What follows belongs to an exercise in optimizing a design on an open flow for small area and a short achievable clock period; a production flow would make more cautious choices.
Function was checked by simulation only, so behaviour that the tests miss may differ from the original.
No activity file was given, so power comes from the tool's default toggle rates.

== north ==
// fsk_rx
module fsk_rx (
    input  wire        clk,
    input  wire        rst,           
    input  wire        in_valid,
    input  wire [15:0] in_i,
    input  wire [15:0] in_q,
    output reg         db_valid,
    output wire [7:0]  db_level,
    output wire [31:0] db_maxsq,
    output reg         hit_valid,
    output reg         byte_valid,
    output wire [7:0]  byte_data,
    output reg         byte_first,
    output reg         byte_last
);
Size in the first run: ~3200 cells after synthesis, ~410 flip-flops, about 88 I/O pins, ~30000 µm² of cells after synthesis.
export LEC_CHECK = 0
export CAP_MARGIN = 20
export CORE_MARGIN = 2
export CORE_UTILIZATION = 40
export SLEW_MARGIN = 20
create_clock -name core_clock -period 12.0 [get_ports {clk}]
standard.sh (not shown) runs the stock make flow with config.mk's settings and CLKGATE_MAP_FILE= SYNTH_SCRIPT=/design/flow/synth_recipe.tcl, a recipe that flattens the netlist after the stock synthesis.
==> flow/flow/run.sh <==
#!/bin/bash
# The standard layout, with the port buffers made from buf_2 cells.
set -euo pipefail
bash standard.sh "BUFFER_PORTS_ARGS=-buffer_cell sky130_fd_sc_hd__buf_2" finish > standard.log 2>&1
For south, these inputs were changed with respect to north:
==> flow/flow/run.sh <==
#!/bin/bash
set -euo pipefail
bash standard.sh "BUFFER_PORTS_ARGS=-buffer_cell sky130_fd_sc_hd__buf_2" SETUP_SLACK_MARGIN=8.0 finish > standard.log 2>&1
Notes after the runs:
There was hardly any difference in estimated wirelength of the detail-placed design between south and north. Count of clock buffers in the final design (north / south): 1.13. Summary of south over north: sequential area share after synthesis comparable, proportion of cell area occupied by multi-input gates essentially unchanged. south: total power is 0.000090 W higher than what north reported. Looking at net switching share of the total power across south and north, the one that comes out lower is south. Diff north -> south: critical path buffer and inverter count increased by 2 relative to the old numbers, met2 usage in global routing fell by 0.28 points, non-clock buffer count decreased 2. Final wirelength of north is on par with south. Total met3 wirelength after detailed routing (south over north): decrease, 1.7%.
Input-level comparison between east and south:
==> flow/flow/run.sh <==
#!/bin/bash
set -euo pipefail
bash standard.sh "BUFFER_PORTS_ARGS=-buffer_cell sky130_fd_sc_hd__buf_2" SETUP_SLACK_MARGIN=8.5 finish > standard.log 2>&1
Findings:
Compared with south, in east instance area after placement barely changed; hold slack climbed 0.0081 ns.
Number of instances in the placed design across east and south: no real change.
In east, the final standard cell utilization of the core came out 1.1 points above the value in south.
south ended up with sar_bit[3] as its timing startpoint of the critical path; east ended up with xmax[28].
Diff south..east | total half-perimeter wirelength after legalization and detailed placement | negligible
Here is what was changed in the inputs of west compared with east.
==> flow/flow/run.sh <==
#!/bin/bash
set -euo pipefail
bash standard.sh "BUFFER_PORTS_ARGS=-buffer_cell sky130_fd_sc_hd__buf_2" SETUP_SLACK_MARGIN=8.3 finish > standard.log 2>&1
- Between west and east, worst setup slack for register-to-register paths is higher for east, west comes in under that.
- west vs. east: internal power summed over all cells went down; worst max-slew margin expressed relative to the limit went down.
- Looking only at first-pass GRT wire length, and setting everything else aside, the lower value of west and east goes to east.
- Comparing non-clock buffer count for west and east, the bigger number came from east.
- Between west and east, final hold slack is higher for east, west comes in under that.
- west reports its launching element of the worst setup path as m_t[2] while east reports xmax[28].

========
== xenon ==
Another version of the RTL of fsk_rx (not shown whole).
For scale: roughly 3,200 cells after synthesis, ~390 flip-flops, roughly 88 I/O pins.
Design fsk_rx, start of the top module:
module fsk_rx (
    input  wire        clk,
    input  wire        rst,           
    input  wire        in_valid,
    input  wire [15:0] in_i,
    input  wire [15:0] in_q,
    output reg         db_valid,
    output wire [7:0]  db_level,
    output wire [31:0] db_maxsq,
    output reg         hit_valid,
    output reg         byte_valid,
    output wire [7:0]  byte_data,
    output reg         byte_first,
    output reg         byte_last
);
    localparam [31:0] SYNC_WORD = 32'h8E89BED6;
    reg        v0;
    reg        sa, sb;
    reg [14:0] ya, yb;
    reg [10:0] rawcnt;
    always @(posedge clk) begin
        v0 <= in_valid & ~rst;
        sa <= in_i[15];
        sb <= in_q[15];
        ya <= in_i[14:0] ^ {15{in_i[15]}};
        yb <= in_q[14:0] ^ {15{in_q[15]}};
    end
    always @(posedge clk) begin
        if (rst)
            rawcnt <= 11'd0;
        else if (v0)
            rawcnt <= rawcnt + 11'd1;
    end
    wire sym_take = v0 & (rawcnt[1:0] == 2'b11);
    wire [32:0] mag_s, mag_c, mag_t;
  wire mt_1, mt_2, mt_3, mt_4, mt_5, mt_6, mt_7, mt_8, mt_9, mt_10, mt_11, mt_12, mt_13, mt_14, mt_15, mt_16;
  wire mt_17, mt_18, mt_19, mt_20, mt_21, mt_22, mt_23, mt_24, mt_25, mt_26, mt_27, mt_28, mt_29, mt_30, mt_31, mt_32;
  wire mt_33, mt_34, mt_35, mt_36, mt_37, mt_38, mt_39, mt_40, mt_41, mt_42, mt_43, mt_44, mt_45, mt_46, mt_47, mt_48;
  wire mt_49, mt_50, mt_51, mt_52, mt_53, mt_54, mt_55, mt_56, mt_57, mt_58, mt_59, mt_60, mt_61, mt_62, mt_63, mt_64;
  wire mt_65, mt_66, mt_67, mt_68, mt_69, mt_70, mt_71, mt_72, mt_73, mt_74, mt_75, mt_76, mt_77, mt_78, mt_79, mt_80;
  wire mt_81, mt_82, mt_83, mt_84, mt_85, mt_86, mt_87, mt_88, mt_89, mt_90, mt_91, mt_92, mt_93, mt_94, mt_95, mt_96;
  wire mt_97, mt_98, mt_99, mt_100, mt_101, mt_102, mt_103, mt_104, mt_105, mt_106, mt_107, mt_108, mt_109, mt_110, mt_111, mt_112;
  wire mt_113, mt_114, mt_115, mt_116, mt_117, mt_118, mt_119, mt_120, mt_121, mt_122, mt_123, mt_124, mt_125, mt_126, mt_127, mt_128;
  ...
Settings: LEC_CHECK=0, CAP_MARGIN=20, CORE_MARGIN=2, CORE_UTILIZATION=40, SLEW_MARGIN=20; clock period 12.0 ns.
==> flow/flow/run.sh <==
#!/bin/bash
set -euo pipefail
bash standard.sh "BUFFER_PORTS_ARGS=-buffer_cell sky130_fd_sc_hd__buf_2" SETUP_SLACK_MARGIN=8.0 finish > standard.log 2>&1
xenon finished every stage and its layout cleared the timing, design-rule and antenna checks.
> inputs changed (xenon -> yarrow)
==> flow/flow/run.sh <==
#!/bin/bash
set -euo pipefail
bash standard.sh "BUFFER_PORTS_ARGS=-buffer_cell sky130_fd_sc_hd__buf_2" SETUP_SLACK_MARGIN=8.5 finish > standard.log 2>&1
==> comparison <==
- xenon and yarrow ended up with roughly the same placed standard-cell area.
- Between xenon and yarrow, the flow reports power increasing by a few percent.
- Relative to xenon, sequential share of layout area has gone down in yarrow.
- Looking at cell area after layout across both flows, yarrow is the weaker of the two, with xenon ahead.
- Cmp yarrow vs xenon: power consumed by the clock network higher in yarrow
- Re global-route usage: yarrow is 0.46 points up on xenon.

## what the ideal ports hide
How much do the figures lean on ideal ports? The routed layouts below were timed once more, with nothing changed but the port constraints.
Step 1 sets driving cells, clkbuf_16 on the clock port and buf_2 on the other inputs (assumed; they add their load-dependent delay and slew).
Step 2, shift: input delay + t, output delay - t, t = (earliest + latest rising clock arrival at the registers) / 2. This alone moves slack from input paths to output paths.
Slacks: no drivers / after step 1 / after step 2; pairs: no drivers / after step 1.
| run | t, ns | setup slack, ns | latest minus earliest clock arrival (ns) |
|---|---|---|---|
| north | 0.648 | 7.920 / 7.920 / 7.920 | 0.025 / 0.024 |
| south | 0.645 | 8.129 / 8.129 / 8.129 | 0.034 / 0.034 |
| east | 0.645 | 8.313 / 8.251 / 8.164 | 0.020 / 0.020 |
| west | 0.643 | 8.260 / 8.243 / 8.260 | 0.035 / 0.035 |
| xenon | 0.649 | 8.102 / 8.102 / 8.102 | 0.031 / 0.031 |
| yarrow | 0.651 | 8.316 / 8.259 / 8.117 | 0.023 / 0.023 |
After both steps setup and hold are still met in every run listed. For yarrow, which loses most, drivers alone change the setup slack by -0.057 ns; drivers and shift together by -0.199 ns.
